From an optimization exercise on the open Yosys and OpenROAD flow, aimed at small area, a short achievable clock period and few clock cycles per item; shortcuts taken in it are not production practice.
No run shown here included a check of the RTL's function; only the layout flow was run.

## flow/design.v (module list and top-level ports; edited modules follow where they fit)
// module aes_sbox: 254 lines
// module aes_fwd_tmap: 23 lines
// module aes_inv_sbox: 252 lines
// module aes_inv_tmap: 27 lines
// module sbox_inv16: 9 lines
// module sbox_inv16_b0: 10 lines
// module sbox_inv16_b1: 10 lines
// module sbox_inv16_b2: 10 lines
// module sbox_inv16_b3: 10 lines
// module sb_xor2: 1 lines
// module sb_xnor2: 1 lines
// module sb_nand2: 1 lines
// module sb_nandn: 1 lines
// module sb_nor2: 1 lines
// module sb_inv: 1 lines
// module aes_inv_mix_col: 437 lines
// module cbc_aes_dec: 195 lines
module cbc_aes_dec (
    input  wire         clk,
    input  wire         rst,         
    input  wire         key_load,    
    input  wire [127:0] key_in,
    input  wire         iv_load,     
    input  wire [127:0] iv_in,
    input  wire         blk_valid,   
    input  wire [127:0] blk_in,
    output reg          ready,
    output reg          out_valid,   
    output reg  [127:0] out_data
);
  // ...
==> flow/flow/run.sh <==
#!/bin/bash
# The standard layout (the standard.sh, unchanged synthesis), with
#  - the port buffers made with the smallest buffer cell (every port still gets one).
export SETUP_SLACK_MARGIN=6.6
export BUFFER_PORTS_ARGS="-buffer_cell sky130_fd_sc_hd__buf_1"
bash standard.sh > standard.log 2>&1
==> flow/standard.sh <==
#!/bin/bash
# synth_recipe.tcl (not shown) runs the flow's synth.tcl, then flattens the netlist and writes it again
# the make line also repeats each setting of config.mk as NAME=value (left out here)
make -C /OpenROAD-flow-scripts/flow DESIGN_CONFIG=/design/flow/config.mk WORK_HOME=/design/flow/orfs CLKGATE_MAP_FILE= SYNTH_SCRIPT=/design/flow/synth_recipe.tcl "${@:-finish}"
==> flow/config.mk <==
export PLATFORM = sky130hd
export DESIGN_NAME = cbc_aes_dec
export DESIGN_NICKNAME = cbc_aes_dec
export VERILOG_FILES = /design/flow/design.v
export SDC_FILE = /design/flow/constraint.sdc
export NUM_CORES = 8
export LEC_CHECK = 0
export CAP_MARGIN = 20
export CORE_MARGIN = 2
export CORE_UTILIZATION = 50
export CTS_CLUSTER_DIAMETER = 80
export CTS_CLUSTER_SIZE = 24
export SLEW_MARGIN = 20
export SYNTH_HIERARCHICAL = 1
==> flow/constraint.sdc <==
create_clock -name core_clock -period 10.0 [get_ports {clk}]
set_input_delay 2.0000 -clock core_clock [delete_from_list [all_inputs] [get_ports {clk}]]
set_output_delay 2.0000 -clock core_clock [all_outputs]
set_load 0.01 [all_outputs]
==> impl_results.md, run 1 <==
- Std cell rows: 145
- Area growth, synth to finish: 17.0%
- CTS root buf: clkbuf_16
- Compound-Gate Fraction of Synth Area: 0.0837
- Post-Place Cell Area: 83500 um2
- H-tree level count: 3
- Wire length on met1: 129000 um
- Slew @ Worst Pin: 1.42 ns
- Most frequent CP cell: xor2_4
- CP Class: reg2reg
- Ant diodes: 7
- Vias in the first global route: 59800
- Most frequent cell after synthesis: xor2_1
- Post-synth EDFFs: 142
- Mapped Avg Cell Area: 9.20 um2
- Final hold vios: 0
- Min Hold Slack: 0.320 ns
- Initial Util: 0.503
- Routability cong.: 1.02
- Seq/total area: 0.288
- Ports: 519
- Ratio of cells with drive above 1 in the final layout: 0.127
- Total track usage: 0.364
- FFs & Latches: 1240
- CTS tree: done
- Met2 WL: 134000 um
- Resize count post-CTS: 366
- Status: finished clean
- Ys async rst share: 0
- Max FO, Critical Path: 5
- Wirelength per Cell: 27.1 um
- Yosys top cell area share: 0.361
- Post-synthesis mux area share: 0.0554
- Max cap viols: 0
- Yosys warnings: 7
- Simple-gate share of the synthesized area: 0.104
- Routed vias/inst: 5.69
- Multi-input gates: 6855
- Slowest cell on crit path: edfxtp_1
==> module aes_sbox, before the edit <==
module aes_sbox (
    input  wire [7:0] t,
    output wire [7:0] y
);
    wire w1;
    wire w2;
    wire w3;
    wire w4;
    wire w5;
    wire w6;
    wire w7;
    wire w8;
    wire w9;
    wire w10;
    wire w11;
    wire w12;
    wire w13;
    wire w14;
    wire w15;
    wire w16;
    wire w17;
    wire w18;
    wire w19;
    wire w20;
    wire w21;
    wire w22;
    wire w23;
    wire w24;
    wire w25;
    wire w26;
    wire w27;
    wire w28;
    wire w29;
    wire w30;
    wire w31;
    wire w32;
    wire w33;
    wire w34;
    wire w35;
    wire w36;
    wire w37;
    wire w38;
    wire w39;
    wire w40;
    wire w41;
    wire w42;
    wire w43;
    wire w44;
    wire w45;
    wire w46;
    wire w47;
    wire w48;
    wire w49;
    wire w50;
    wire w51;
    wire w52;
    wire w53;
    wire w54;
    wire w55;
    wire w56;
    wire w57;
    wire w58;
    wire w59;
    wire w60;
    wire w61;
    wire w62;
    wire w63;
    wire w64;
    wire w65;
    wire w66;
    wire w67;
    wire w68;
    wire w69;
    wire w70;
    wire w71;
    wire w72;
    wire w73;
    wire w74;
    wire w75;
    wire w76;
    wire w77;
    wire w79;
    wire w80;
    wire w81;
    wire w82;
    wire w83;
    wire w84;
    wire w86;
    wire w87;
    wire w88;
    wire w89;
    wire w90;
    wire w91;
    wire w93;
    wire w94;
    wire w95;
    wire w96;
    wire w97;
    wire w98;
    wire w100;
    wire w101;
    wire w102;
    wire w103;
    wire w104;
    wire w105;
    wire w107;
    wire w108;
    wire w109;
    wire w110;
    wire w111;
    wire w112;
    wire w114;
    wire w115;
    wire w116;
    wire w117;
    wire w118;
    wire w119;
    wire w121;
    wire w122;
    wire w123;
    wire w124;
    wire w125;
    wire w126;
    sb_xor2 u_w1 (.a(t[5]), .b(t[6]), .y(w1));
    sb_xor2 u_w2 (.a(t[0]), .b(t[7]), .y(w2));
    sb_xor2 u_w3 (.a(t[2]), .b(t[4]), .y(w3));
    sb_xor2 u_w4 (.a(t[3]), .b(w1), .y(w4));
    sb_xor2 u_w5 (.a(t[1]), .b(t[5]), .y(w5));
    sb_xor2 u_w6 (.a(w2), .b(w3), .y(w6));
    sb_xor2 u_w7 (.a(t[1]), .b(t[2]), .y(w7));
    sb_xor2 u_w8 (.a(t[4]), .b(t[7]), .y(w8));
    sb_xor2 u_w9 (.a(t[1]), .b(t[4]), .y(w9));
    sb_xor2 u_w10 (.a(t[3]), .b(w5), .y(w10));
    sb_xor2 u_w11 (.a(t[1]), .b(t[7]), .y(w11));
    sb_xor2 u_w12 (.a(w1), .b(w2), .y(w12));
    sb_xor2 u_w13 (.a(w2), .b(w5), .y(w13));
    sb_xor2 u_w14 (.a(w2), .b(w9), .y(w14));
    sb_xor2 u_w15 (.a(t[0]), .b(w3), .y(w15));
    sb_xor2 u_w16 (.a(t[6]), .b(w6), .y(w16));
    sb_xor2 u_w17 (.a(w4), .b(w11), .y(w17));
    sb_xor2 u_w18 (.a(w4), .b(w6), .y(w18));
    sb_xor2 u_w19 (.a(t[0]), .b(t[3]), .y(w19));
    sb_xor2 u_w20 (.a(t[2]), .b(t[3]), .y(w20));
    sb_xor2 u_w21 (.a(t[4]), .b(w12), .y(w21));
    sb_xor2 u_w22 (.a(w2), .b(w10), .y(w22));
    sb_xor2 u_w23 (.a(t[0]), .b(t[4]), .y(w23));
    sb_xor2 u_w24 (.a(t[2]), .b(w13), .y(w24));
    sb_xor2 u_w25 (.a(t[7]), .b(w1), .y(w25));
    sb_xor2 u_w26 (.a(w7), .b(w25), .y(w26));
    sb_xor2 u_w27 (.a(w7), .b(w4), .y(w27));
    sb_xor2 u_w28 (.a(t[4]), .b(w4), .y(w28));
    sb_xor2 u_w29 (.a(t[3]), .b(t[7]), .y(w29));
    sb_xor2 u_w30 (.a(t[6]), .b(w14), .y(w30));
    sb_xor2 u_w31 (.a(w14), .b(w4), .y(w31));
    sb_xor2 u_w32 (.a(t[6]), .b(t[7]), .y(w32));
    sb_xor2 u_w33 (.a(w10), .b(w6), .y(w33));
    sb_xor2 u_w34 (.a(t[5]), .b(w3), .y(w34));
    sb_xor2 u_w35 (.a(t[2]), .b(t[6]), .y(w35));
    sb_xor2 u_w36 (.a(w1), .b(w15), .y(w36));
    sb_xor2 u_w37 (.a(t[1]), .b(t[6]), .y(w37));
    sb_xor2 u_w38 (.a(w37), .b(w15), .y(w38));
    sb_xor2 u_w39 (.a(t[1]), .b(w3), .y(w39));
    sb_xor2 u_w40 (.a(w39), .b(w4), .y(w40));
    sb_xor2 u_w41 (.a(w8), .b(w4), .y(w41));
    sb_xor2 u_w42 (.a(t[4]), .b(w10), .y(w42));
    sb_xor2 u_w43 (.a(t[5]), .b(w8), .y(w43));
    sb_nor2 u_w44 (.a(t[4]), .b(t[0]), .y(w44));
    sb_nandn u_w45 (.a(t[5]), .b(t[3]), .y(w45));
    sb_nandn u_w46 (.a(t[2]), .b(t[6]), .y(w46));
    sb_nandn u_w47 (.a(t[7]), .b(t[1]), .y(w47));
    sb_xor2 u_w48 (.a(w44), .b(w45), .y(w48));
    sb_xor2 u_w49 (.a(w46), .b(w47), .y(w49));
    sb_xor2 u_w50 (.a(w48), .b(w49), .y(w50));
    sb_nandn u_w51 (.a(t[1]), .b(t[4]), .y(w51));
    sb_nand2 u_w52 (.a(t[5]), .b(w19), .y(w52));
    sb_nand2 u_w53 (.a(t[6]), .b(w20), .y(w53));
    sb_nor2 u_w54 (.a(t[7]), .b(w7), .y(w54));
    sb_xor2 u_w55 (.a(w51), .b(w52), .y(w55));
    sb_xor2 u_w56 (.a(w53), .b(w54), .y(w56));
    sb_xor2 u_w57 (.a(w55), .b(w56), .y(w57));
    sb_nor2 u_w58 (.a(t[4]), .b(t[2]), .y(w58));
    sb_nandn u_w59 (.a(t[1]), .b(t[5]), .y(w59));
    sb_nandn u_w60 (.a(t[6]), .b(w19), .y(w60));
    sb_nandn u_w61 (.a(w20), .b(t[7]), .y(w61));
    sb_xor2 u_w62 (.a(w58), .b(w59), .y(w62));
    sb_xor2 u_w63 (.a(w60), .b(w61), .y(w63));
    sb_xor2 u_w64 (.a(w62), .b(w63), .y(w64));
    sb_nor2 u_w65 (.a(t[4]), .b(t[3]), .y(w65));
    sb_nand2 u_w66 (.a(t[5]), .b(t[2]), .y(w66));
    sb_nand2 u_w67 (.a(t[6]), .b(t[1]), .y(w67));
    sb_nand2 u_w68 (.a(t[7]), .b(w19), .y(w68));
    sb_xor2 u_w69 (.a(w65), .b(w66), .y(w69));
    sb_xor2 u_w70 (.a(w67), .b(w68), .y(w70));
    sb_xor2 u_w71 (.a(w69), .b(w70), .y(w71));
    wire [3:0] n = {w71, w64, w57, w50};
    wire [3:0] ni;
    sbox_inv16 u_inv (.n(n), .ni(ni));
    sb_nand2 u_w72 (.a(ni[0]), .b(w21), .y(w72));
    sb_nand2 u_w73 (.a(ni[1]), .b(w28), .y(w73));
    sb_nand2 u_w74 (.a(ni[2]), .b(w34), .y(w74));
    sb_nand2 u_w75 (.a(ni[3]), .b(w9), .y(w75));
    sb_xor2 u_w76 (.a(w72), .b(w73), .y(w76));
    sb_xor2 u_w77 (.a(w74), .b(w75), .y(w77));
    sb_xnor2 u_w78 (.a(w76), .b(w77), .y(y[0]));
    sb_nand2 u_w79 (.a(ni[0]), .b(w16), .y(w79));
    sb_nand2 u_w80 (.a(ni[1]), .b(w17), .y(w80));
    sb_nand2 u_w81 (.a(ni[2]), .b(w18), .y(w81));
    sb_nand2 u_w82 (.a(ni[3]), .b(w40), .y(w82));
    sb_xor2 u_w83 (.a(w79), .b(w80), .y(w83));
    sb_xor2 u_w84 (.a(w81), .b(w82), .y(w84));
    sb_xnor2 u_w85 (.a(w83), .b(w84), .y(y[1]));
    sb_nand2 u_w86 (.a(ni[0]), .b(w22), .y(w86));
    sb_nand2 u_w87 (.a(ni[1]), .b(w16), .y(w87));
    sb_nand2 u_w88 (.a(ni[2]), .b(w17), .y(w88));
    sb_nand2 u_w89 (.a(ni[3]), .b(w18), .y(w89));
    sb_xor2 u_w90 (.a(w86), .b(w87), .y(w90));
    sb_xor2 u_w91 (.a(w88), .b(w89), .y(w91));
    sb_xor2 u_w92 (.a(w90), .b(w91), .y(y[2]));
    sb_nand2 u_w93 (.a(ni[0]), .b(w23), .y(w93));
    sb_nand2 u_w94 (.a(ni[1]), .b(w29), .y(w94));
    sb_nand2 u_w95 (.a(ni[2]), .b(w35), .y(w95));
    sb_nand2 u_w96 (.a(ni[3]), .b(w5), .y(w96));
    sb_xor2 u_w97 (.a(w93), .b(w94), .y(w97));
    sb_xor2 u_w98 (.a(w95), .b(w96), .y(w98));
    sb_xor2 u_w99 (.a(w97), .b(w98), .y(y[3]));
    sb_nand2 u_w100 (.a(ni[0]), .b(w24), .y(w100));
    sb_nand2 u_w101 (.a(ni[1]), .b(w30), .y(w101));
    sb_nand2 u_w102 (.a(ni[2]), .b(w12), .y(w102));
    sb_nand2 u_w103 (.a(ni[3]), .b(w41), .y(w103));
    sb_xor2 u_w104 (.a(w100), .b(w101), .y(w104));
    sb_xor2 u_w105 (.a(w102), .b(w103), .y(w105));
    sb_xor2 u_w106 (.a(w104), .b(w105), .y(y[4]));
    sb_nand2 u_w107 (.a(ni[0]), .b(w26), .y(w107));
    sb_nand2 u_w108 (.a(ni[1]), .b(w31), .y(w108));
    sb_nand2 u_w109 (.a(ni[2]), .b(w36), .y(w109));
    sb_nand2 u_w110 (.a(ni[3]), .b(w42), .y(w110));
    sb_xor2 u_w111 (.a(w107), .b(w108), .y(w111));
    sb_xor2 u_w112 (.a(w109), .b(w110), .y(w112));
    sb_xnor2 u_w113 (.a(w111), .b(w112), .y(y[5]));
    sb_nand2 u_w114 (.a(ni[0]), .b(w8), .y(w114));
    sb_nand2 u_w115 (.a(ni[1]), .b(w32), .y(w115));
    sb_nand2 u_w116 (.a(ni[2]), .b(w1), .y(w116));
    sb_nand2 u_w117 (.a(ni[3]), .b(w43), .y(w117));
    sb_xor2 u_w118 (.a(w114), .b(w115), .y(w118));
    sb_xor2 u_w119 (.a(w116), .b(w117), .y(w119));
    sb_xnor2 u_w120 (.a(w118), .b(w119), .y(y[6]));
    sb_nand2 u_w121 (.a(ni[0]), .b(w27), .y(w121));
    sb_nand2 u_w122 (.a(ni[1]), .b(w33), .y(w122));
    sb_nand2 u_w123 (.a(ni[2]), .b(w38), .y(w123));
    sb_nand2 u_w124 (.a(ni[3]), .b(w13), .y(w124));
    sb_xor2 u_w125 (.a(w121), .b(w122), .y(w125));
    sb_xor2 u_w126 (.a(w123), .b(w124), .y(w126));
    sb_xor2 u_w127 (.a(w125), .b(w126), .y(y[7]));
endmodule
==> module sbox_inv16_b0, before the edit <==
module sbox_inv16_b0 (input wire [3:0] n, output wire y);
    assign y = (~n[3] & ~n[2] & ~n[1] & n[0]) |
               (~n[3] & ~n[2] & n[1] & ~n[0]) |
               (~n[3] & n[2] & ~n[1] & ~n[0]) |
               (~n[3] & n[2] & ~n[1] & n[0]) |
               (~n[3] & n[2] & n[1] & ~n[0]) |
               (n[3] & ~n[2] & ~n[1] & ~n[0]) |
               (n[3] & ~n[2] & n[1] & n[0]) |
               (n[3] & n[2] & n[1] & ~n[0]);
endmodule
==> module sbox_inv16_b1, before the edit <==
module sbox_inv16_b1 (input wire [3:0] n, output wire y);
    assign y = (~n[3] & ~n[2] & n[1] & n[0]) |
               (~n[3] & n[2] & ~n[1] & n[0]) |
               (~n[3] & n[2] & n[1] & ~n[0]) |
               (~n[3] & n[2] & n[1] & n[0]) |
               (n[3] & ~n[2] & ~n[1] & ~n[0]) |
               (n[3] & ~n[2] & ~n[1] & n[0]) |
               (n[3] & n[2] & ~n[1] & ~n[0]) |
               (n[3] & n[2] & n[1] & ~n[0]);
endmodule
==> module sbox_inv16_b2, before the edit <==
module sbox_inv16_b2 (input wire [3:0] n, output wire y);
    assign y = (~n[3] & ~n[2] & n[1] & n[0]) |
               (~n[3] & n[2] & ~n[1] & ~n[0]) |
               (~n[3] & n[2] & n[1] & ~n[0]) |
               (~n[3] & n[2] & n[1] & n[0]) |
               (n[3] & ~n[2] & ~n[1] & ~n[0]) |
               (n[3] & ~n[2] & n[1] & ~n[0]) |
               (n[3] & ~n[2] & n[1] & n[0]) |
               (n[3] & n[2] & ~n[1] & n[0]);
endmodule
==> module sbox_inv16_b3, before the edit <==
module sbox_inv16_b3 (input wire [3:0] n, output wire y);
    assign y = (~n[3] & ~n[2] & n[1] & ~n[0]) |
               (~n[3] & ~n[2] & n[1] & n[0]) |
               (~n[3] & n[2] & ~n[1] & ~n[0]) |
               (~n[3] & n[2] & ~n[1] & n[0]) |
               (n[3] & ~n[2] & ~n[1] & ~n[0]) |
               (n[3] & ~n[2] & n[1] & ~n[0]) |
               (n[3] & n[2] & ~n[1] & ~n[0]) |
               (n[3] & n[2] & n[1] & n[0]);
endmodule
==> inputs of run 2 (changes only) <==
--- a/flow/design.v
+++ b/flow/design.v
@@ -123,45 +123,45 @@
     wire w126;
-    sb_xor2 u_w1 (.a(t[5]), .b(t[6]), .y(w1));
-    sb_xor2 u_w2 (.a(t[0]), .b(t[7]), .y(w2));
-    sb_xor2 u_w3 (.a(t[2]), .b(t[4]), .y(w3));
-    sb_xor2 u_w4 (.a(t[3]), .b(w1), .y(w4));
-    sb_xor2 u_w5 (.a(t[1]), .b(t[5]), .y(w5));
-    sb_xor2 u_w6 (.a(w2), .b(w3), .y(w6));
-    sb_xor2 u_w7 (.a(t[1]), .b(t[2]), .y(w7));
-    sb_xor2 u_w8 (.a(t[4]), .b(t[7]), .y(w8));
-    sb_xor2 u_w9 (.a(t[1]), .b(t[4]), .y(w9));
-    sb_xor2 u_w10 (.a(t[3]), .b(w5), .y(w10));
-    sb_xor2 u_w11 (.a(t[1]), .b(t[7]), .y(w11));
-    sb_xor2 u_w12 (.a(w1), .b(w2), .y(w12));
-    sb_xor2 u_w13 (.a(w2), .b(w5), .y(w13));
-    sb_xor2 u_w14 (.a(w2), .b(w9), .y(w14));
-    sb_xor2 u_w15 (.a(t[0]), .b(w3), .y(w15));
-    sb_xor2 u_w16 (.a(t[6]), .b(w6), .y(w16));
-    sb_xor2 u_w17 (.a(w4), .b(w11), .y(w17));
-    sb_xor2 u_w18 (.a(w4), .b(w6), .y(w18));
-    sb_xor2 u_w19 (.a(t[0]), .b(t[3]), .y(w19));
-    sb_xor2 u_w20 (.a(t[2]), .b(t[3]), .y(w20));
-    sb_xor2 u_w21 (.a(t[4]), .b(w12), .y(w21));
-    sb_xor2 u_w22 (.a(w2), .b(w10), .y(w22));
-    sb_xor2 u_w23 (.a(t[0]), .b(t[4]), .y(w23));
-    sb_xor2 u_w24 (.a(t[2]), .b(w13), .y(w24));
-    sb_xor2 u_w25 (.a(t[7]), .b(w1), .y(w25));
-    sb_xor2 u_w26 (.a(w7), .b(w25), .y(w26));
-    sb_xor2 u_w27 (.a(w7), .b(w4), .y(w27));
-    sb_xor2 u_w28 (.a(t[4]), .b(w4), .y(w28));
-    sb_xor2 u_w29 (.a(t[3]), .b(t[7]), .y(w29));
-    sb_xor2 u_w30 (.a(t[6]), .b(w14), .y(w30));
-    sb_xor2 u_w31 (.a(w14), .b(w4), .y(w31));
-    sb_xor2 u_w32 (.a(t[6]), .b(t[7]), .y(w32));
-    sb_xor2 u_w33 (.a(w10), .b(w6), .y(w33));
-    sb_xor2 u_w34 (.a(t[5]), .b(w3), .y(w34));
-    sb_xor2 u_w35 (.a(t[2]), .b(t[6]), .y(w35));
-    sb_xor2 u_w36 (.a(w1), .b(w15), .y(w36));
-    sb_xor2 u_w37 (.a(t[1]), .b(t[6]), .y(w37));
-    sb_xor2 u_w38 (.a(w37), .b(w15), .y(w38));
-    sb_xor2 u_w39 (.a(t[1]), .b(w3), .y(w39));
-    sb_xor2 u_w40 (.a(w39), .b(w4), .y(w40));
-    sb_xor2 u_w41 (.a(w8), .b(w4), .y(w41));
-    sb_xor2 u_w42 (.a(t[4]), .b(w10), .y(w42));
-    sb_xor2 u_w43 (.a(t[5]), .b(w8), .y(w43));
+    sb_xor2 u_w1 (.a(t[3]), .b(t[5]), .y(w1));
+    sb_xor2 u_w2 (.a(t[1]), .b(t[2]), .y(w2));
+    sb_xor2 u_w3 (.a(t[4]), .b(t[7]), .y(w3));
+    sb_xor2 u_w4 (.a(t[0]), .b(t[6]), .y(w4));
+    sb_xor2 u_w5 (.a(t[0]), .b(t[7]), .y(w5));
+    sb_xor2 u_w6 (.a(w3), .b(w4), .y(w6));
+    sb_xor2 u_w7 (.a(t[1]), .b(w1), .y(w7));
+    sb_xor2 u_w8 (.a(w1), .b(w2), .y(w8));
+    sb_xor2 u_w9 (.a(t[4]), .b(t[6]), .y(w9));
+    sb_xor2 u_w10 (.a(t[5]), .b(w2), .y(w10));
+    sb_xor2 u_w11 (.a(t[2]), .b(w3), .y(w11));
+    sb_xor2 u_w12 (.a(t[2]), .b(t[3]), .y(w12));
+    sb_xor2 u_w13 (.a(w1), .b(w4), .y(w13));
+    sb_xor2 u_w14 (.a(w1), .b(w11), .y(w14));
+    sb_xor2 u_w15 (.a(t[0]), .b(t[3]), .y(w15));
+    sb_xor2 u_w16 (.a(t[5]), .b(w6), .y(w16));
+    sb_xor2 u_w17 (.a(t[2]), .b(w6), .y(w17));
+    sb_xor2 u_w18 (.a(w5), .b(w7), .y(w18));
+    sb_xor2 u_w19 (.a(t[0]), .b(t[4]), .y(w19));
+    sb_xor2 u_w20 (.a(w5), .b(w10), .y(w20));
+    sb_xor2 u_w21 (.a(t[6]), .b(t[7]), .y(w21));
+    sb_xor2 u_w22 (.a(w21), .b(w10), .y(w22));
+    sb_xor2 u_w23 (.a(t[6]), .b(w8), .y(w23));
+    sb_xor2 u_w24 (.a(t[6]), .b(w7), .y(w24));
+    sb_xor2 u_w25 (.a(t[7]), .b(w7), .y(w25));
+    sb_xor2 u_w26 (.a(t[0]), .b(w7), .y(w26));
+    sb_xor2 u_w27 (.a(t[7]), .b(w4), .y(w27));
+    sb_xor2 u_w28 (.a(t[5]), .b(w9), .y(w28));
+    sb_xor2 u_w29 (.a(t[4]), .b(w12), .y(w29));
+    sb_xor2 u_w30 (.a(w5), .b(w8), .y(w30));
+    sb_xor2 u_w31 (.a(w6), .b(w8), .y(w31));
+    sb_xor2 u_w32 (.a(t[2]), .b(w13), .y(w32));
+    sb_xor2 u_w33 (.a(t[1]), .b(w9), .y(w33));
+    sb_xor2 u_w34 (.a(t[0]), .b(t[2]), .y(w34));
+    sb_xor2 u_w35 (.a(t[5]), .b(w34), .y(w35));
+    sb_xor2 u_w36 (.a(w2), .b(w6), .y(w36));
+    sb_xor2 u_w37 (.a(w2), .b(w9), .y(w37));
+    sb_xor2 u_w38 (.a(t[4]), .b(w4), .y(w38));
+    sb_xor2 u_w39 (.a(w10), .b(w38), .y(w39));
+    sb_xor2 u_w40 (.a(w3), .b(w8), .y(w40));
+    sb_xor2 u_w41 (.a(w1), .b(w5), .y(w41));
+    sb_xor2 u_w42 (.a(t[1]), .b(t[3]), .y(w42));
+    sb_xor2 u_w43 (.a(w3), .b(w42), .y(w43));
     sb_nor2 u_w44 (.a(t[4]), .b(t[0]), .y(w44));
@@ -174,5 +174,5 @@
     sb_nandn u_w51 (.a(t[1]), .b(t[4]), .y(w51));
-    sb_nand2 u_w52 (.a(t[5]), .b(w19), .y(w52));
-    sb_nand2 u_w53 (.a(t[6]), .b(w20), .y(w53));
-    sb_nor2 u_w54 (.a(t[7]), .b(w7), .y(w54));
+    sb_nand2 u_w52 (.a(t[5]), .b(w15), .y(w52));
+    sb_nand2 u_w53 (.a(t[6]), .b(w12), .y(w53));
+    sb_nor2 u_w54 (.a(t[7]), .b(w2), .y(w54));
     sb_xor2 u_w55 (.a(w51), .b(w52), .y(w55));
@@ -182,4 +182,4 @@
     sb_nandn u_w59 (.a(t[1]), .b(t[5]), .y(w59));
-    sb_nandn u_w60 (.a(t[6]), .b(w19), .y(w60));
-    sb_nandn u_w61 (.a(w20), .b(t[7]), .y(w61));
+    sb_nandn u_w60 (.a(t[6]), .b(w15), .y(w60));
+    sb_nandn u_w61 (.a(w12), .b(t[7]), .y(w61));
     sb_xor2 u_w62 (.a(w58), .b(w59), .y(w62));
@@ -190,3 +190,3 @@
     sb_nand2 u_w67 (.a(t[6]), .b(t[1]), .y(w67));
-    sb_nand2 u_w68 (.a(t[7]), .b(w19), .y(w68));
+    sb_nand2 u_w68 (.a(t[7]), .b(w15), .y(w68));
     sb_xor2 u_w69 (.a(w65), .b(w66), .y(w69));
@@ -197,6 +197,6 @@
     sbox_inv16 u_inv (.n(n), .ni(ni));
-    sb_nand2 u_w72 (.a(ni[0]), .b(w21), .y(w72));
-    sb_nand2 u_w73 (.a(ni[1]), .b(w28), .y(w73));
-    sb_nand2 u_w74 (.a(ni[2]), .b(w34), .y(w74));
-    sb_nand2 u_w75 (.a(ni[3]), .b(w9), .y(w75));
+    sb_nand2 u_w72 (.a(ni[0]), .b(w16), .y(w72));
+    sb_nand2 u_w73 (.a(ni[1]), .b(w24), .y(w73));
+    sb_nand2 u_w74 (.a(ni[2]), .b(w30), .y(w74));
+    sb_nand2 u_w75 (.a(ni[3]), .b(w36), .y(w75));
     sb_xor2 u_w76 (.a(w72), .b(w73), .y(w76));
@@ -204,6 +204,6 @@
     sb_xnor2 u_w78 (.a(w76), .b(w77), .y(y[0]));
-    sb_nand2 u_w79 (.a(ni[0]), .b(w16), .y(w79));
-    sb_nand2 u_w80 (.a(ni[1]), .b(w17), .y(w80));
-    sb_nand2 u_w81 (.a(ni[2]), .b(w18), .y(w81));
-    sb_nand2 u_w82 (.a(ni[3]), .b(w40), .y(w82));
+    sb_nand2 u_w79 (.a(ni[0]), .b(w17), .y(w79));
+    sb_nand2 u_w80 (.a(ni[1]), .b(w11), .y(w80));
+    sb_nand2 u_w81 (.a(ni[2]), .b(w14), .y(w81));
+    sb_nand2 u_w82 (.a(ni[3]), .b(w37), .y(w82));
     sb_xor2 u_w83 (.a(w79), .b(w80), .y(w83));
@@ -211,6 +211,6 @@
     sb_xnor2 u_w85 (.a(w83), .b(w84), .y(y[1]));
-    sb_nand2 u_w86 (.a(ni[0]), .b(w22), .y(w86));
-    sb_nand2 u_w87 (.a(ni[1]), .b(w16), .y(w87));
-    sb_nand2 u_w88 (.a(ni[2]), .b(w17), .y(w88));
-    sb_nand2 u_w89 (.a(ni[3]), .b(w18), .y(w89));
+    sb_nand2 u_w86 (.a(ni[0]), .b(w18), .y(w86));
+    sb_nand2 u_w87 (.a(ni[1]), .b(w1), .y(w87));
+    sb_nand2 u_w88 (.a(ni[2]), .b(w13), .y(w88));
+    sb_nand2 u_w89 (.a(ni[3]), .b(w14), .y(w89));
     sb_xor2 u_w90 (.a(w86), .b(w87), .y(w90));
@@ -218,6 +218,6 @@
     sb_xor2 u_w92 (.a(w90), .b(w91), .y(y[2]));
-    sb_nand2 u_w93 (.a(ni[0]), .b(w23), .y(w93));
-    sb_nand2 u_w94 (.a(ni[1]), .b(w29), .y(w94));
-    sb_nand2 u_w95 (.a(ni[2]), .b(w35), .y(w95));
-    sb_nand2 u_w96 (.a(ni[3]), .b(w5), .y(w96));
+    sb_nand2 u_w93 (.a(ni[0]), .b(w19), .y(w93));
+    sb_nand2 u_w94 (.a(ni[1]), .b(w25), .y(w94));
+    sb_nand2 u_w95 (.a(ni[2]), .b(w31), .y(w95));
+    sb_nand2 u_w96 (.a(ni[3]), .b(w39), .y(w96));
     sb_xor2 u_w97 (.a(w93), .b(w94), .y(w97));
@@ -225,6 +225,6 @@
     sb_xor2 u_w99 (.a(w97), .b(w98), .y(y[3]));
-    sb_nand2 u_w100 (.a(ni[0]), .b(w24), .y(w100));
-    sb_nand2 u_w101 (.a(ni[1]), .b(w30), .y(w101));
-    sb_nand2 u_w102 (.a(ni[2]), .b(w12), .y(w102));
-    sb_nand2 u_w103 (.a(ni[3]), .b(w41), .y(w103));
+    sb_nand2 u_w100 (.a(ni[0]), .b(w20), .y(w100));
+    sb_nand2 u_w101 (.a(ni[1]), .b(w26), .y(w101));
+    sb_nand2 u_w102 (.a(ni[2]), .b(w32), .y(w102));
+    sb_nand2 u_w103 (.a(ni[3]), .b(w40), .y(w103));
     sb_xor2 u_w104 (.a(w100), .b(w101), .y(w104));
@@ -232,6 +232,6 @@
     sb_xor2 u_w106 (.a(w104), .b(w105), .y(y[4]));
-    sb_nand2 u_w107 (.a(ni[0]), .b(w26), .y(w107));
-    sb_nand2 u_w108 (.a(ni[1]), .b(w31), .y(w108));
-    sb_nand2 u_w109 (.a(ni[2]), .b(w36), .y(w109));
-    sb_nand2 u_w110 (.a(ni[3]), .b(w42), .y(w110));
+    sb_nand2 u_w107 (.a(ni[0]), .b(w22), .y(w107));
+    sb_nand2 u_w108 (.a(ni[1]), .b(w27), .y(w108));
+    sb_nand2 u_w109 (.a(ni[2]), .b(w33), .y(w109));
+    sb_nand2 u_w110 (.a(ni[3]), .b(w41), .y(w110));
     sb_xor2 u_w111 (.a(w107), .b(w108), .y(w111));
@@ -239,6 +239,6 @@
     sb_xnor2 u_w113 (.a(w111), .b(w112), .y(y[5]));
-    sb_nand2 u_w114 (.a(ni[0]), .b(w8), .y(w114));
-    sb_nand2 u_w115 (.a(ni[1]), .b(w32), .y(w115));
-    sb_nand2 u_w116 (.a(ni[2]), .b(w1), .y(w116));
-    sb_nand2 u_w117 (.a(ni[3]), .b(w43), .y(w117));
+    sb_nand2 u_w114 (.a(ni[0]), .b(w3), .y(w114));
+    sb_nand2 u_w115 (.a(ni[1]), .b(w28), .y(w115));
+    sb_nand2 u_w116 (.a(ni[2]), .b(t[7]), .y(w116));
+    sb_nand2 u_w117 (.a(ni[3]), .b(t[6]), .y(w117));
     sb_xor2 u_w118 (.a(w114), .b(w115), .y(w118));
@@ -246,6 +246,6 @@
     sb_xnor2 u_w120 (.a(w118), .b(w119), .y(y[6]));
-    sb_nand2 u_w121 (.a(ni[0]), .b(w27), .y(w121));
-    sb_nand2 u_w122 (.a(ni[1]), .b(w33), .y(w122));
-    sb_nand2 u_w123 (.a(ni[2]), .b(w38), .y(w123));
-    sb_nand2 u_w124 (.a(ni[3]), .b(w13), .y(w124));
+    sb_nand2 u_w121 (.a(ni[0]), .b(w23), .y(w121));
+    sb_nand2 u_w122 (.a(ni[1]), .b(w29), .y(w122));
+    sb_nand2 u_w123 (.a(ni[2]), .b(w35), .y(w123));
+    sb_nand2 u_w124 (.a(ni[3]), .b(w43), .y(w124));
     sb_xor2 u_w125 (.a(w121), .b(w122), .y(w125));
@@ -353,3 +353,2 @@
     wire w72;
-    wire w73;
     wire w74;
@@ -357,5 +356,5 @@
     wire w76;
+    wire w77;
     wire w78;
     wire w79;
-    wire w80;
     wire w81;
@@ -363,5 +362,5 @@
     wire w83;
+    wire w84;
     wire w85;
     wire w86;
-    wire w87;
     wire w88;
@@ -369,5 +368,5 @@
     wire w90;
+    wire w91;
     wire w92;
     wire w93;
-    wire w94;
     wire w95;
@@ -375,5 +374,5 @@
     wire w97;
+    wire w98;
     wire w99;
     wire w100;
-    wire w101;
     wire w102;
@@ -381,5 +380,5 @@
     wire w104;
+    wire w105;
     wire w106;
     wire w107;
-    wire w108;
     wire w109;
@@ -387,5 +386,5 @@
     wire w111;
+    wire w112;
     wire w113;
     wire w114;
-    wire w115;
     wire w116;
@@ -393,137 +392,130 @@
     wire w118;
+    wire w119;
     wire w120;
     wire w121;
-    wire w122;
-    wire w123;
-    wire w124;
-    wire w125;
-    sb_xor2 u_w1 (.a(t[4]), .b(t[6]), .y(w1));
-    sb_xor2 u_w2 (.a(t[5]), .b(t[7]), .y(w2));
-    sb_xor2 u_w3 (.a(t[0]), .b(t[3]), .y(w3));
-    sb_xor2 u_w4 (.a(t[1]), .b(t[2]), .y(w4));
-    sb_xor2 u_w5 (.a(t[2]), .b(t[3]), .y(w5));
-    sb_xor2 u_w6 (.a(t[1]), .b(t[6]), .y(w6));
-    sb_xor2 u_w7 (.a(t[0]), .b(t[2]), .y(w7));
-    sb_xor2 u_w8 (.a(w2), .b(w3), .y(w8));
-    sb_xor2 u_w9 (.a(t[4]), .b(t[5]), .y(w9));
-    sb_xor2 u_w10 (.a(t[5]), .b(w1), .y(w10));
-    sb_xor2 u_w11 (.a(t[4]), .b(w5), .y(w11));
-    sb_xor2 u_w12 (.a(t[7]), .b(w1), .y(w12));
-    sb_xor2 u_w13 (.a(t[0]), .b(t[1]), .y(w13));
-    sb_xor2 u_w14 (.a(t[5]), .b(w13), .y(w14));
-    sb_xor2 u_w15 (.a(w2), .b(w11), .y(w15));
-    sb_xor2 u_w16 (.a(t[2]), .b(w1), .y(w16));
-    sb_xor2 u_w17 (.a(t[5]), .b(w6), .y(w17));
-    sb_xor2 u_w18 (.a(w2), .b(w6), .y(w18));
-    sb_xor2 u_w19 (.a(t[0]), .b(t[4]), .y(w19));
-    sb_xor2 u_w20 (.a(t[7]), .b(w19), .y(w20));
-    sb_xor2 u_w21 (.a(t[7]), .b(w4), .y(w21));
-    sb_xor2 u_w22 (.a(w1), .b(w4), .y(w22));
-    sb_xor2 u_w23 (.a(t[1]), .b(w2), .y(w23));
-    sb_xor2 u_w24 (.a(t[4]), .b(w8), .y(w24));
-    sb_xor2 u_w25 (.a(t[1]), .b(w3), .y(w25));
-    sb_xor2 u_w26 (.a(w1), .b(w8), .y(w26));
-    sb_xor2 u_w27 (.a(t[3]), .b(t[6]), .y(w27));
-    sb_xor2 u_w28 (.a(t[7]), .b(w27), .y(w28));
-    sb_xor2 u_w29 (.a(w3), .b(w6), .y(w29));
-    sb_xor2 u_w30 (.a(t[1]), .b(w8), .y(w30));
-    sb_xor2 u_w31 (.a(w3), .b(w12), .y(w31));
+    sb_xor2 u_w1 (.a(t[2]), .b(t[3]), .y(w1));
+    sb_xor2 u_w2 (.a(t[5]), .b(t[6]), .y(w2));
+    sb_xor2 u_w3 (.a(t[0]), .b(t[1]), .y(w3));
+    sb_xor2 u_w4 (.a(t[4]), .b(t[7]), .y(w4));
+    sb_xor2 u_w5 (.a(t[7]), .b(w3), .y(w5));
+    sb_xor2 u_w6 (.a(t[4]), .b(w1), .y(w6));
+    sb_xor2 u_w7 (.a(t[1]), .b(w2), .y(w7));
+    sb_xor2 u_w8 (.a(t[2]), .b(w4), .y(w8));
+    sb_xor2 u_w9 (.a(t[1]), .b(t[2]), .y(w9));
+    sb_xor2 u_w10 (.a(t[0]), .b(t[3]), .y(w10));
+    sb_xor2 u_w11 (.a(t[4]), .b(t[6]), .y(w11));
+    sb_xor2 u_w12 (.a(t[1]), .b(t[6]), .y(w12));
+    sb_xor2 u_w13 (.a(t[5]), .b(w4), .y(w13));
+    sb_xor2 u_w14 (.a(t[0]), .b(w2), .y(w14));
+    sb_xor2 u_w15 (.a(t[5]), .b(w3), .y(w15));
+    sb_xor2 u_w16 (.a(t[4]), .b(w2), .y(w16));
+    sb_xor2 u_w17 (.a(w1), .b(w13), .y(w17));
+    sb_xor2 u_w18 (.a(t[2]), .b(w11), .y(w18));
+    sb_xor2 u_w19 (.a(t[7]), .b(w7), .y(w19));
+    sb_xor2 u_w20 (.a(w14), .b(w8), .y(w20));
+    sb_xor2 u_w21 (.a(t[5]), .b(w5), .y(w21));
+    sb_xor2 u_w22 (.a(w1), .b(w12), .y(w22));
+    sb_xor2 u_w23 (.a(w3), .b(w6), .y(w23));
+    sb_xor2 u_w24 (.a(t[6]), .b(w1), .y(w24));
+    sb_xor2 u_w25 (.a(w24), .b(w5), .y(w25));
+    sb_xor2 u_w26 (.a(t[1]), .b(w6), .y(w26));
+    sb_xor2 u_w27 (.a(t[6]), .b(w4), .y(w27));
+    sb_xor2 u_w28 (.a(w2), .b(w8), .y(w28));
+    sb_xor2 u_w29 (.a(t[6]), .b(w5), .y(w29));
+    sb_xor2 u_w30 (.a(t[0]), .b(t[5]), .y(w30));
+    sb_xor2 u_w31 (.a(t[0]), .b(w11), .y(w31));
     sb_xor2 u_w32 (.a(w1), .b(w5), .y(w32));
-    sb_xor2 u_w33 (.a(w5), .b(w10), .y(w33));
-    sb_xor2 u_w34 (.a(t[2]), .b(t[5]), .y(w34));
-    sb_xor2 u_w35 (.a(t[6]), .b(w34), .y(w35));
-    sb_xor2 u_w36 (.a(t[5]), .b(w7), .y(w36));
-    sb_xor2 u_w37 (.a(w7), .b(w12), .y(w37));
-    sb_xor2 u_w38 (.a(t[6]), .b(w2), .y(w38));
-    sb_xor2 u_w39 (.a(w5), .b(w38), .y(w39));
-    sb_xor2 u_w40 (.a(w2), .b(w4), .y(w40));
-    sb_xor2 u_w41 (.a(t[1]), .b(t[3]), .y(w41));
-    sb_xor2 u_w42 (.a(w4), .b(w9), .y(w42));
-    sb_nor2 u_w43 (.a(t[4]), .b(t[0]), .y(w43));
-    sb_nandn u_w44 (.a(t[5]), .b(t[3]), .y(w44));
-    sb_nandn u_w45 (.a(t[2]), .b(t[6]), .y(w45));
-    sb_nandn u_w46 (.a(t[7]), .b(t[1]), .y(w46));
-    sb_xor2 u_w47 (.a(w43), .b(w44), .y(w47));
-    sb_xor2 u_w48 (.a(w45), .b(w46), .y(w48));
-    sb_xor2 u_w49 (.a(w47), .b(w48), .y(w49));
-    sb_nandn u_w50 (.a(t[1]), .b(t[4]), .y(w50));
-    sb_nand2 u_w51 (.a(t[5]), .b(w3), .y(w51));
-    sb_nand2 u_w52 (.a(t[6]), .b(w5), .y(w52));
-    sb_nor2 u_w53 (.a(t[7]), .b(w4), .y(w53));
-    sb_xor2 u_w54 (.a(w50), .b(w51), .y(w54));
-    sb_xor2 u_w55 (.a(w52), .b(w53), .y(w55));
-    sb_xor2 u_w56 (.a(w54), .b(w55), .y(w56));
-    sb_nor2 u_w57 (.a(t[4]), .b(t[2]), .y(w57));
-    sb_nandn u_w58 (.a(t[1]), .b(t[5]), .y(w58));
-    sb_nandn u_w59 (.a(t[6]), .b(w3), .y(w59));
-    sb_nandn u_w60 (.a(w5), .b(t[7]), .y(w60));
-    sb_xor2 u_w61 (.a(w57), .b(w58), .y(w61));
-    sb_xor2 u_w62 (.a(w59), .b(w60), .y(w62));
-    sb_xor2 u_w63 (.a(w61), .b(w62), .y(w63));
-    sb_nor2 u_w64 (.a(t[4]), .b(t[3]), .y(w64));
-    sb_nand2 u_w65 (.a(t[5]), .b(t[2]), .y(w65));
-    sb_nand2 u_w66 (.a(t[6]), .b(t[1]), .y(w66));
-    sb_nand2 u_w67 (.a(t[7]), .b(w3), .y(w67));
-    sb_xor2 u_w68 (.a(w64), .b(w65), .y(w68));
-    sb_xor2 u_w69 (.a(w66), .b(w67), .y(w69));
-    sb_xor2 u_w70 (.a(w68), .b(w69), .y(w70));
-    wire [3:0] n = {w70, w63, w56, w49};
+    sb_xor2 u_w33 (.a(t[7]), .b(w2), .y(w33));
+    sb_xor2 u_w34 (.a(t[4]), .b(w7), .y(w34));
+    sb_xor2 u_w35 (.a(t[7]), .b(w12), .y(w35));
+    sb_xor2 u_w36 (.a(t[3]), .b(w4), .y(w36));
+    sb_xor2 u_w37 (.a(t[3]), .b(t[5]), .y(w37));
+    sb_xor2 u_w38 (.a(t[7]), .b(w37), .y(w38));
+    sb_nor2 u_w39 (.a(t[4]), .b(t[0]), .y(w39));
+    sb_nandn u_w40 (.a(t[5]), .b(t[3]), .y(w40));
+    sb_nandn u_w41 (.a(t[2]), .b(t[6]), .y(w41));
+    sb_nandn u_w42 (.a(t[7]), .b(t[1]), .y(w42));
+    sb_xor2 u_w43 (.a(w39), .b(w40), .y(w43));
+    sb_xor2 u_w44 (.a(w41), .b(w42), .y(w44));
+    sb_xor2 u_w45 (.a(w43), .b(w44), .y(w45));
+    sb_nandn u_w46 (.a(t[1]), .b(t[4]), .y(w46));
+    sb_nand2 u_w47 (.a(t[5]), .b(w10), .y(w47));
+    sb_nand2 u_w48 (.a(t[6]), .b(w1), .y(w48));
+    sb_nor2 u_w49 (.a(t[7]), .b(w9), .y(w49));
+    sb_xor2 u_w50 (.a(w46), .b(w47), .y(w50));
+    sb_xor2 u_w51 (.a(w48), .b(w49), .y(w51));
+    sb_xor2 u_w52 (.a(w50), .b(w51), .y(w52));
+    sb_nor2 u_w53 (.a(t[4]), .b(t[2]), .y(w53));
+    sb_nandn u_w54 (.a(t[1]), .b(t[5]), .y(w54));
+    sb_nandn u_w55 (.a(t[6]), .b(w10), .y(w55));
+    sb_nandn u_w56 (.a(w1), .b(t[7]), .y(w56));
+    sb_xor2 u_w57 (.a(w53), .b(w54), .y(w57));
+    sb_xor2 u_w58 (.a(w55), .b(w56), .y(w58));
+    sb_xor2 u_w59 (.a(w57), .b(w58), .y(w59));
+    sb_nor2 u_w60 (.a(t[4]), .b(t[3]), .y(w60));
+    sb_nand2 u_w61 (.a(t[5]), .b(t[2]), .y(w61));
+    sb_nand2 u_w62 (.a(t[6]), .b(t[1]), .y(w62));
+    sb_nand2 u_w63 (.a(t[7]), .b(w10), .y(w63));
+    sb_xor2 u_w64 (.a(w60), .b(w61), .y(w64));
+    sb_xor2 u_w65 (.a(w62), .b(w63), .y(w65));
+    sb_xor2 u_w66 (.a(w64), .b(w65), .y(w66));
+    wire [3:0] n = {w66, w59, w52, w45};
     wire [3:0] ni;
     sbox_inv16 u_inv (.n(n), .ni(ni));
-    sb_nand2 u_w71 (.a(ni[0]), .b(w14), .y(w71));
-    sb_nand2 u_w72 (.a(ni[1]), .b(w20), .y(w72));
-    sb_nand2 u_w73 (.a(ni[2]), .b(w28), .y(w73));
-    sb_nand2 u_w74 (.a(ni[3]), .b(w35), .y(w74));
-    sb_xor2 u_w75 (.a(w71), .b(w72), .y(w75));
-    sb_xor2 u_w76 (.a(w73), .b(w74), .y(w76));
-    sb_xor2 u_w77 (.a(w75), .b(w76), .y(y[0]));
-    sb_nand2 u_w78 (.a(ni[0]), .b(w10), .y(w78));
-    sb_nand2 u_w79 (.a(ni[1]), .b(w9), .y(w79));
-    sb_nand2 u_w80 (.a(ni[2]), .b(t[4]), .y(w80));
-    sb_nand2 u_w81 (.a(ni[3]), .b(t[7]), .y(w81));
-    sb_xor2 u_w82 (.a(w78), .b(w79), .y(w82));
-    sb_xor2 u_w83 (.a(w80), .b(w81), .y(w83));
-    sb_xor2 u_w84 (.a(w82), .b(w83), .y(y[1]));
-    sb_nand2 u_w85 (.a(ni[0]), .b(w11), .y(w85));
-    sb_nand2 u_w86 (.a(ni[1]), .b(w21), .y(w86));
-    sb_nand2 u_w87 (.a(ni[2]), .b(w29), .y(w87));
-    sb_nand2 u_w88 (.a(ni[3]), .b(w36), .y(w88));
-    sb_xor2 u_w89 (.a(w85), .b(w86), .y(w89));
-    sb_xor2 u_w90 (.a(w87), .b(w88), .y(w90));
-    sb_xor2 u_w91 (.a(w89), .b(w90), .y(y[2]));
-    sb_nand2 u_w92 (.a(ni[0]), .b(w15), .y(w92));
-    sb_nand2 u_w93 (.a(ni[1]), .b(w22), .y(w93));
-    sb_nand2 u_w94 (.a(ni[2]), .b(w30), .y(w94));
-    sb_nand2 u_w95 (.a(ni[3]), .b(w37), .y(w95));
-    sb_xor2 u_w96 (.a(w92), .b(w93), .y(w96));
-    sb_xor2 u_w97 (.a(w94), .b(w95), .y(w97));
-    sb_xor2 u_w98 (.a(w96), .b(w97), .y(y[3]));
-    sb_nand2 u_w99 (.a(ni[0]), .b(w16), .y(w99));
-    sb_nand2 u_w100 (.a(ni[1]), .b(w23), .y(w100));
-    sb_nand2 u_w101 (.a(ni[2]), .b(w31), .y(w101));
-    sb_nand2 u_w102 (.a(ni[3]), .b(w39), .y(w102));
-    sb_xor2 u_w103 (.a(w99), .b(w100), .y(w103));
-    sb_xor2 u_w104 (.a(w101), .b(w102), .y(w104));
-    sb_xor2 u_w105 (.a(w103), .b(w104), .y(y[4]));
-    sb_nand2 u_w106 (.a(ni[0]), .b(w17), .y(w106));
-    sb_nand2 u_w107 (.a(ni[1]), .b(w24), .y(w107));
-    sb_nand2 u_w108 (.a(ni[2]), .b(w32), .y(w108));
-    sb_nand2 u_w109 (.a(ni[3]), .b(w40), .y(w109));
-    sb_xor2 u_w110 (.a(w106), .b(w107), .y(w110));
-    sb_xor2 u_w111 (.a(w108), .b(w109), .y(w111));
-    sb_xor2 u_w112 (.a(w110), .b(w111), .y(y[5]));
-    sb_nand2 u_w113 (.a(ni[0]), .b(w4), .y(w113));
-    sb_nand2 u_w114 (.a(ni[1]), .b(w25), .y(w114));
-    sb_nand2 u_w115 (.a(ni[2]), .b(w7), .y(w115));
-    sb_nand2 u_w116 (.a(ni[3]), .b(w41), .y(w116));
-    sb_xor2 u_w117 (.a(w113), .b(w114), .y(w117));
-    sb_xor2 u_w118 (.a(w115), .b(w116), .y(w118));
-    sb_xor2 u_w119 (.a(w117), .b(w118), .y(y[6]));
-    sb_nand2 u_w120 (.a(ni[0]), .b(w18), .y(w120));
-    sb_nand2 u_w121 (.a(ni[1]), .b(w26), .y(w121));
-    sb_nand2 u_w122 (.a(ni[2]), .b(w33), .y(w122));
-    sb_nand2 u_w123 (.a(ni[3]), .b(w42), .y(w123));
-    sb_xor2 u_w124 (.a(w120), .b(w121), .y(w124));
-    sb_xor2 u_w125 (.a(w122), .b(w123), .y(w125));
-    sb_xor2 u_w126 (.a(w124), .b(w125), .y(y[7]));
+    sb_nand2 u_w67 (.a(ni[0]), .b(w15), .y(w67));
+    sb_nand2 u_w68 (.a(ni[1]), .b(w20), .y(w68));
+    sb_nand2 u_w69 (.a(ni[2]), .b(w26), .y(w69));
+    sb_nand2 u_w70 (.a(ni[3]), .b(w32), .y(w70));
+    sb_xor2 u_w71 (.a(w67), .b(w68), .y(w71));
+    sb_xor2 u_w72 (.a(w69), .b(w70), .y(w72));
+    sb_xor2 u_w73 (.a(w71), .b(w72), .y(y[0]));
+    sb_nand2 u_w74 (.a(ni[0]), .b(w16), .y(w74));
+    sb_nand2 u_w75 (.a(ni[1]), .b(w13), .y(w75));
+    sb_nand2 u_w76 (.a(ni[2]), .b(w27), .y(w76));
+    sb_nand2 u_w77 (.a(ni[3]), .b(w33), .y(w77));
+    sb_xor2 u_w78 (.a(w74), .b(w75), .y(w78));
+    sb_xor2 u_w79 (.a(w76), .b(w77), .y(w79));
+    sb_xor2 u_w80 (.a(w78), .b(w79), .y(y[1]));
+    sb_nand2 u_w81 (.a(ni[0]), .b(w6), .y(w81));
+    sb_nand2 u_w82 (.a(ni[1]), .b(w21), .y(w82));
+    sb_nand2 u_w83 (.a(ni[2]), .b(w28), .y(w83));
+    sb_nand2 u_w84 (.a(ni[3]), .b(w34), .y(w84));
+    sb_xor2 u_w85 (.a(w81), .b(w82), .y(w85));
+    sb_xor2 u_w86 (.a(w83), .b(w84), .y(w86));
+    sb_xor2 u_w87 (.a(w85), .b(w86), .y(y[2]));
+    sb_nand2 u_w88 (.a(ni[0]), .b(w17), .y(w88));
+    sb_nand2 u_w89 (.a(ni[1]), .b(w5), .y(w89));
+    sb_nand2 u_w90 (.a(ni[2]), .b(w8), .y(w90));
+    sb_nand2 u_w91 (.a(ni[3]), .b(w35), .y(w91));
+    sb_xor2 u_w92 (.a(w88), .b(w89), .y(w92));
+    sb_xor2 u_w93 (.a(w90), .b(w91), .y(w93));
+    sb_xor2 u_w94 (.a(w92), .b(w93), .y(y[3]));
+    sb_nand2 u_w95 (.a(ni[0]), .b(w18), .y(w95));
+    sb_nand2 u_w96 (.a(ni[1]), .b(w22), .y(w96));
+    sb_nand2 u_w97 (.a(ni[2]), .b(w29), .y(w97));
+    sb_nand2 u_w98 (.a(ni[3]), .b(w14), .y(w98));
+    sb_xor2 u_w99 (.a(w95), .b(w96), .y(w99));
+    sb_xor2 u_w100 (.a(w97), .b(w98), .y(w100));
+    sb_xor2 u_w101 (.a(w99), .b(w100), .y(y[4]));
+    sb_nand2 u_w102 (.a(ni[0]), .b(w7), .y(w102));
+    sb_nand2 u_w103 (.a(ni[1]), .b(w23), .y(w103));
+    sb_nand2 u_w104 (.a(ni[2]), .b(w30), .y(w104));
+    sb_nand2 u_w105 (.a(ni[3]), .b(w36), .y(w105));
+    sb_xor2 u_w106 (.a(w102), .b(w103), .y(w106));
+    sb_xor2 u_w107 (.a(w104), .b(w105), .y(w107));
+    sb_xor2 u_w108 (.a(w106), .b(w107), .y(y[5]));
+    sb_nand2 u_w109 (.a(ni[0]), .b(w9), .y(w109));
+    sb_nand2 u_w110 (.a(ni[1]), .b(t[0]), .y(w110));
+    sb_nand2 u_w111 (.a(ni[2]), .b(t[1]), .y(w111));
+    sb_nand2 u_w112 (.a(ni[3]), .b(w10), .y(w112));
+    sb_xor2 u_w113 (.a(w109), .b(w110), .y(w113));
+    sb_xor2 u_w114 (.a(w111), .b(w112), .y(w114));
+    sb_xor2 u_w115 (.a(w113), .b(w114), .y(y[6]));
+    sb_nand2 u_w116 (.a(ni[0]), .b(w19), .y(w116));
+    sb_nand2 u_w117 (.a(ni[1]), .b(w25), .y(w117));
+    sb_nand2 u_w118 (.a(ni[2]), .b(w31), .y(w118));
+    sb_nand2 u_w119 (.a(ni[3]), .b(w38), .y(w119));
+    sb_xor2 u_w120 (.a(w116), .b(w117), .y(w120));
+    sb_xor2 u_w121 (.a(w118), .b(w119), .y(w121));
+    sb_xor2 u_w122 (.a(w120), .b(w121), .y(y[7]));
 endmodule
@@ -568,7 +560,7 @@
                (~n[3] & ~n[2] & n[1] & ~n[0]) |
-               (~n[3] & n[2] & ~n[1] & ~n[0]) |
+               (~n[3] & ~n[2] & n[1] & n[0]) |
                (~n[3] & n[2] & ~n[1] & n[0]) |
-               (~n[3] & n[2] & n[1] & ~n[0]) |
-               (n[3] & ~n[2] & ~n[1] & ~n[0]) |
-               (n[3] & ~n[2] & n[1] & n[0]) |
+               (~n[3] & n[2] & n[1] & n[0]) |
+               (n[3] & ~n[2] & n[1] & ~n[0]) |
+               (n[3] & n[2] & ~n[1] & n[0]) |
                (n[3] & n[2] & n[1] & ~n[0]);
@@ -576,3 +568,3 @@
 module sbox_inv16_b1 (input wire [3:0] n, output wire y);
-    assign y = (~n[3] & ~n[2] & n[1] & n[0]) |
+    assign y = (~n[3] & ~n[2] & n[1] & ~n[0]) |
                (~n[3] & n[2] & ~n[1] & n[0]) |
@@ -580,16 +572,16 @@
                (~n[3] & n[2] & n[1] & n[0]) |
-               (n[3] & ~n[2] & ~n[1] & ~n[0]) |
-               (n[3] & ~n[2] & ~n[1] & n[0]) |
+               (n[3] & ~n[2] & n[1] & n[0]) |
                (n[3] & n[2] & ~n[1] & ~n[0]) |
-               (n[3] & n[2] & n[1] & ~n[0]);
+               (n[3] & n[2] & ~n[1] & n[0]) |
+               (n[3] & n[2] & n[1] & n[0]);
 endmodule
 module sbox_inv16_b2 (input wire [3:0] n, output wire y);
-    assign y = (~n[3] & ~n[2] & n[1] & n[0]) |
-               (~n[3] & n[2] & ~n[1] & ~n[0]) |
-               (~n[3] & n[2] & n[1] & ~n[0]) |
-               (~n[3] & n[2] & n[1] & n[0]) |
+    assign y = (~n[3] & ~n[2] & n[1] & ~n[0]) |
+               (~n[3] & ~n[2] & n[1] & n[0]) |
                (n[3] & ~n[2] & ~n[1] & ~n[0]) |
-               (n[3] & ~n[2] & n[1] & ~n[0]) |
+               (n[3] & ~n[2] & ~n[1] & n[0]) |
                (n[3] & ~n[2] & n[1] & n[0]) |
-               (n[3] & n[2] & ~n[1] & n[0]);
+               (n[3] & n[2] & ~n[1] & n[0]) |
+               (n[3] & n[2] & n[1] & ~n[0]) |
+               (n[3] & n[2] & n[1] & n[0]);
 endmodule
@@ -597,8 +589,8 @@
     assign y = (~n[3] & ~n[2] & n[1] & ~n[0]) |
-               (~n[3] & ~n[2] & n[1] & n[0]) |
                (~n[3] & n[2] & ~n[1] & ~n[0]) |
-               (~n[3] & n[2] & ~n[1] & n[0]) |
-               (n[3] & ~n[2] & ~n[1] & ~n[0]) |
+               (~n[3] & n[2] & n[1] & ~n[0]) |
+               (~n[3] & n[2] & n[1] & n[0]) |
+               (n[3] & ~n[2] & ~n[1] & n[0]) |
                (n[3] & ~n[2] & n[1] & ~n[0]) |
-               (n[3] & n[2] & ~n[1] & ~n[0]) |
+               (n[3] & n[2] & n[1] & ~n[0]) |
                (n[3] & n[2] & n[1] & n[0]);
@@ -1067,3 +1059,5 @@
     reg         kvalid;   
+    reg         match;    
     reg [127:0] dk;       
+    reg [31:0]  dkt;      
     reg [3:0]   estep;    
@@ -1109,12 +1103,3 @@
     aes_sbox u_ks_sbox3 (.t(u0[31:24]), .y(sw_out[7:0]));
-    function [7:0] rcon_of(input [3:0] i);
-        rcon_of = {i == 4'd8, i == 4'd7, i == 4'd6 || i == 4'd10,
-                   i == 4'd5 || i == 4'd9 || i == 4'd10, i == 4'd4 || i == 4'd9,
-                   i == 4'd3 || i == 4'd10, i == 4'd2 || i == 4'd9 || i == 4'd10,
-                   i == 4'd1 || i == 4'd9};
-    endfunction
-    wire [31:0] q0 = k1[127:96], q1 = k1[95:64], q2 = k1[63:32], q3 = k1[31:0];
-    wire [127:0] k1_prev = {q0 ^ {rcon_of(r1 + 4'd1), 24'h000000} ^ t1, q1 ^ q0, q2 ^ q1, q3 ^ q2};
-    wire [31:0]  u1_prev = q3 ^ q1;      
-    wire [127:0] ark = st1 ^ k1_prev;     
+    wire [127:0] ark = st1 ^ k1;
     wire [127:0] imc;     
@@ -1128,4 +1113,14 @@
     endgenerate
+    function [7:0] rcon_of(input [3:0] i);
+        rcon_of = {i == 4'd8, i == 4'd7, i == 4'd6 || i == 4'd10,
+                   i == 4'd5 || i == 4'd9 || i == 4'd10, i == 4'd4 || i == 4'd9,
+                   i == 4'd3 || i == 4'd10, i == 4'd2 || i == 4'd9 || i == 4'd10,
+                   i == 4'd1 || i == 4'd9};
+    endfunction
+    wire [31:0] q0 = k1[127:96], q1 = k1[95:64], q2 = k1[63:32], q3 = k1[31:0];
+    wire [127:0] k1_prev = {q0 ^ {rcon_of(r1), 24'h000000} ^ t1, q1 ^ q0, q2 ^ q1, q3 ^ q2};
+    wire [31:0]  u1_prev = q3 ^ q1;      
     wire [31:0] d0 = dk[127:96], d1 = dk[95:64], d2 = dk[63:32], d3 = dk[31:0];
-    wire [31:0] udk = d3 ^ d2;      
+    wire [127:0] dk_prev = {d0 ^ 32'h36000000 ^ dkt, d1 ^ d0, d2 ^ d1, d3 ^ d2};
+    wire [31:0]  udk     = d3 ^ d1;
     wire [31:0] e0 = d0 ^ {rcon_of(estep), 24'h000000} ^ t1;
@@ -1157,3 +1152,3 @@
             st0 <= take_key ? key_in : blk_t;
-            k0  <= take_blk ? dk : (a1 ? k1_prev : k1);
+            k0  <= take_blk ? dk_prev : k1;
             iv0 <= civ;
@@ -1170,2 +1165,4 @@
             dk <= {e0, e1, e2, e3};
+        if (fsm == S_EXP && ephase == 2'd1 && estep == 4'd10)
+            dkt <= t1;
     end
@@ -1173,3 +1170,3 @@
     reg        kvalid_n;
-    wire       match = kvalid && kok0 && (st0 == k0);
+    wire       match_n = kvalid && kok1 && (key_in == k1);
     always @(*) begin
@@ -1205,2 +1202,3 @@
     always @(posedge clk) begin
+        match <= match_n;
         if (rst) begin
--- a/flow/flow/run.sh
+++ b/flow/flow/run.sh
@@ -3,3 +3,3 @@
 #  - the port buffers made with the smallest buffer cell (every port still gets one).
-export SETUP_SLACK_MARGIN=6.6
+export SETUP_SLACK_MARGIN=6.8
 export BUFFER_PORTS_ARGS="-buffer_cell sky130_fd_sc_hd__buf_1"
--- a/flow/config.mk
+++ b/flow/config.mk
@@ -9,3 +9,3 @@
 export CORE_MARGIN = 2
-export CORE_UTILIZATION = 50
+export CORE_UTILIZATION = 60
 export CTS_CLUSTER_DIAMETER = 80
==> run 2 against run 1 <==
Highest routed layer unchanged; cell count fell by 4.3%; die area fell by 17%; critical path depth shrank 12; utilization up 10 points; via count is 0.47% higher; critical path type is now in2reg; register-to-register slack better by 0.39 ns.
==> impl_results.md, run 2 <==
- Routed vias/inst: 5.97 (was 5.69)
- CP Class: in2reg (was reg2reg)
- Mapped cell area: 78500 um2 (was 78600 um2)
- Worst path max stage delay: 0.47 ns (was 0.52 ns)
- First-pass GRT wire length: 425000 um (was 429000 um)
- Wirelength per Cell: 28.8 um (was 27.1 um)
- Status: finished clean (unchanged)
- Initial Util: 0.605 (was 0.503)
- Max FO, Critical Path: 3 (was 5)
- Ratio of cells with drive above 1 in the final layout: 0.128 (was 0.127)
- Final hold vios: 0 (unchanged)
- RSZ-0062 raised after global routing: true (unchanged)
- Max cap viols: 0 (unchanged)
- Ports: 519 (unchanged)
- Maximum clock rate: 293 MHz (was 273 MHz)
- Std cell rows: 132 (was 145)
- Post-route DRC: 0 (unchanged)
- Post-synth EDFFs: 174 (was 142)
- Die X: 366 um (was 400 um)
- Most frequent cell after synthesis: xor2_1 (unchanged)
- H-tree level count: 3 (unchanged)
- Top FF cell, synth: dfxtp_1 (unchanged)
- Slew Viols, Final: 0 (unchanged)
- Routability cong.: 1.05 (was 1.02)
- Yosys top cell area share: 0.344 (was 0.361)
- Worst EP arrival: 4.00 ns (was 4.29 ns)
- Fin nets: 9378 (was 9538)
- Seq cells post-synth: 1273 (was 1240)
- Final cell count without fillers: 10800 (was 11300)
- Slew @ Worst Pin: 1.24 ns (was 1.42 ns)
- Reg area: 27400 um2 (was 26400 um2)
- GRT busiest layer: met2 (unchanged)
- Slowest cell on crit path: a2111o_1 (was edfxtp_1)
- Crit-path cells: buf_1 > nor2b_1 > a2111o_1 > nor4_1 > nand4_1 > nor4_2 (was ha_4 > xor2_4 > buf_4 > nor2_2 > o21ai_2 > xnor2_2 > buf_4 > xnor2_4 > buf_12 > xor2_4 > buf_6 > xor2_4 > buf_6 > xor2_1 > xor2_1 > xnor2_1 > nor2_1 > a21oi_2)
- Synth cell types: 60 (was 55)
- Synth Instances: 8484 (was 8536)
- Clock Latency Late Sink: 0.74 ns (was 0.76 ns)
- M3 GR Usage: 0.108 (was 0.0676)
- Worst min path class: reg2reg (unchanged)
- Post-DP HPWL: 229000 um (was 230000 um)
- Area occupied by multi-input gates: 51900 um2 (was 54500 um2)
- Vias in the first global route: 59200 (was 59800)
- Clock Tree Buf Depth: 3 (unchanged)
- First DRT Iteration DRCs: 9226 (was 8050)
- Fin area: 89700 um2 (was 91900 um2)
- Area growth, synth to finish: 14.3% (was 17.0%)
- Ys async rst share: 0 (unchanged)
- Fin crit share: 0.341 (was 0.366)
- Yosys warnings: 7 (unchanged)
- Setup crit end kind: flip-flop (unchanged)
- Post-synth top area cell: xor2_1 (unchanged)
- Worst path required time: 10.59 ns (was 10.64 ns)
- Met2 Usage GRT: 0.645 (was 0.556)
- Total track usage: 0.444 (was 0.364)
- Met1 usage: 0.576 (was 0.501)
- Most frequent cells in the layout: xor2_1, nand2_1, dfxtp_1 (was xor2_1, dfxtp_1, nand2_1)
- Post-Place Cell Area: 82200 um2 (was 83500 um2)
- CTS tree: done (unchanged)
- Gr ovfl total: 0 (unchanged)
- Mapped Avg Cell Area: 9.25 um2 (was 9.20 um2)
- Critical Path Start Type: primary input (was flip-flop)
- DR vias: 64400 (was 64100)
- CTS root buf: clkbuf_16 (unchanged)
-- run 2: routing by layer --
metal  part of all wire  wire (um)  vias to the layer above
met5            0.00040        126                        -
met4              0.084      26200                       20
met1               0.38     119000                    31100
met2               0.42     130000                     3992
li1                   -          -                    28300
met3               0.12      36000                      959
-- run 2: timing repair --
item / in CTS / in global routing
setup endpoints to repair: 756 / 466
buffers inserted: 52 / 59
resized for setup: 503 / 245
pin swaps: 34 / 57
gates cloned: 12 / 8
-- run 2: final cells by class --
cell class / instances / area share
timing repair buffer: 785 / 0.0574
inverter: 117 / 0.00494
tap: 1742 / 0.0243
multi-input combinational: 6723 / 0.578
clock inverter: 38 / 0.00590
antenna: 17 / 0.000474
clock buffer: 94 / 0.0230
sequential: 1273 / 0.306
-- run 2: path summary, 6_finish.rpt --
check,from,endpoint,slack (ns),cells past startpoint
worst max-delay path,key_in[127],match$_DFF_P_,6.59,6
worst min-delay path,k0[54]$_DFF_P_,k1[54]$_DFF_P_,0.32,0
worst max register to register,k1[94]$_DFF_P_,st0[74]$_DFF_P_,6.73,9
worst min register to register,k0[54]$_DFF_P_,k1[54]$_DFF_P_,0.32,0
-- run 2: cells by family after synthesis --
logic type	count (synthesis)	share of synthesized area
buf+inv	495	0.0276
simple gates	1968	0.113
compound gates	919	0.0768
mux	247	0.0336
fa+ha+maj	11	0.00175
flops	1273	0.347
xor+xnor	3571	0.400
-- run 2: modules after synthesis (local to each module, per instance), excerpt --
module         times used  flip-flops and latches
sb_nand2              740                       0
sbox_inv16_b3          20                       0
sbox_inv16_b2          20                       0
cbc_aes_dec             1                    1273
aes_inv_tmap           16                       0
sb_nandn              140                       0
sb_nor2                80                       0
sbox_inv16_b0          20                       0
sb_xor2              2560                       0
sbox_inv16_b1          20                       0
sb_inv                 16                       0
sb_xnor2              128                       0
-- run 2: stage by stage --
| step | hold slack (ns) | setup slack [ns] | util |
|---|---|---|---|
| floorplan | 0.310 | 6.73 | - |
| global placement | 0.310 | 4.65 | 0.634 |
| detailed placement | 0.312 | 4.52 | 0.634 |
| CTS | 0.312 | 6.69 | 0.677 |
| global route | 0.324 | 6.70 | 0.692 |
| finish | 0.318 | 6.59 | 0.692 |

afterwards: timing with drivers on the ports:
In the flow no input, the clock included, has a driving cell. The finished layouts below were timed again as built, in two steps.
Step 1 sets driving cells, clkbuf_16 on the clock port and buf_2 on the other inputs (assumed; they add their load-dependent delay and slew).
Step 2 adds t to the input delays and takes it off the output delays; t is the mean of the earliest and latest rising clock arrival at the registers after step 1. Input paths then give back, and output paths get back, about the clock's delay inside the block.
Slacks: ideal ports / drivers / drivers and shift; pairs: ideal ports / drivers.
run | t, ns | setup WS [ns] | worst setup path at the end | worst slew at a driven data input, ns
run 1 | 0.823 | 6.341 / 6.341 / 5.916 | input to register | 0.16
run 2 | 0.798 | 6.592 / 6.644 / 5.846 | input to register | 0.17
After both steps every run listed still meets setup and hold. The setup slack of run 2, which loses most, moves by +0.052 ns with the drivers and by -0.746 ns with both steps.
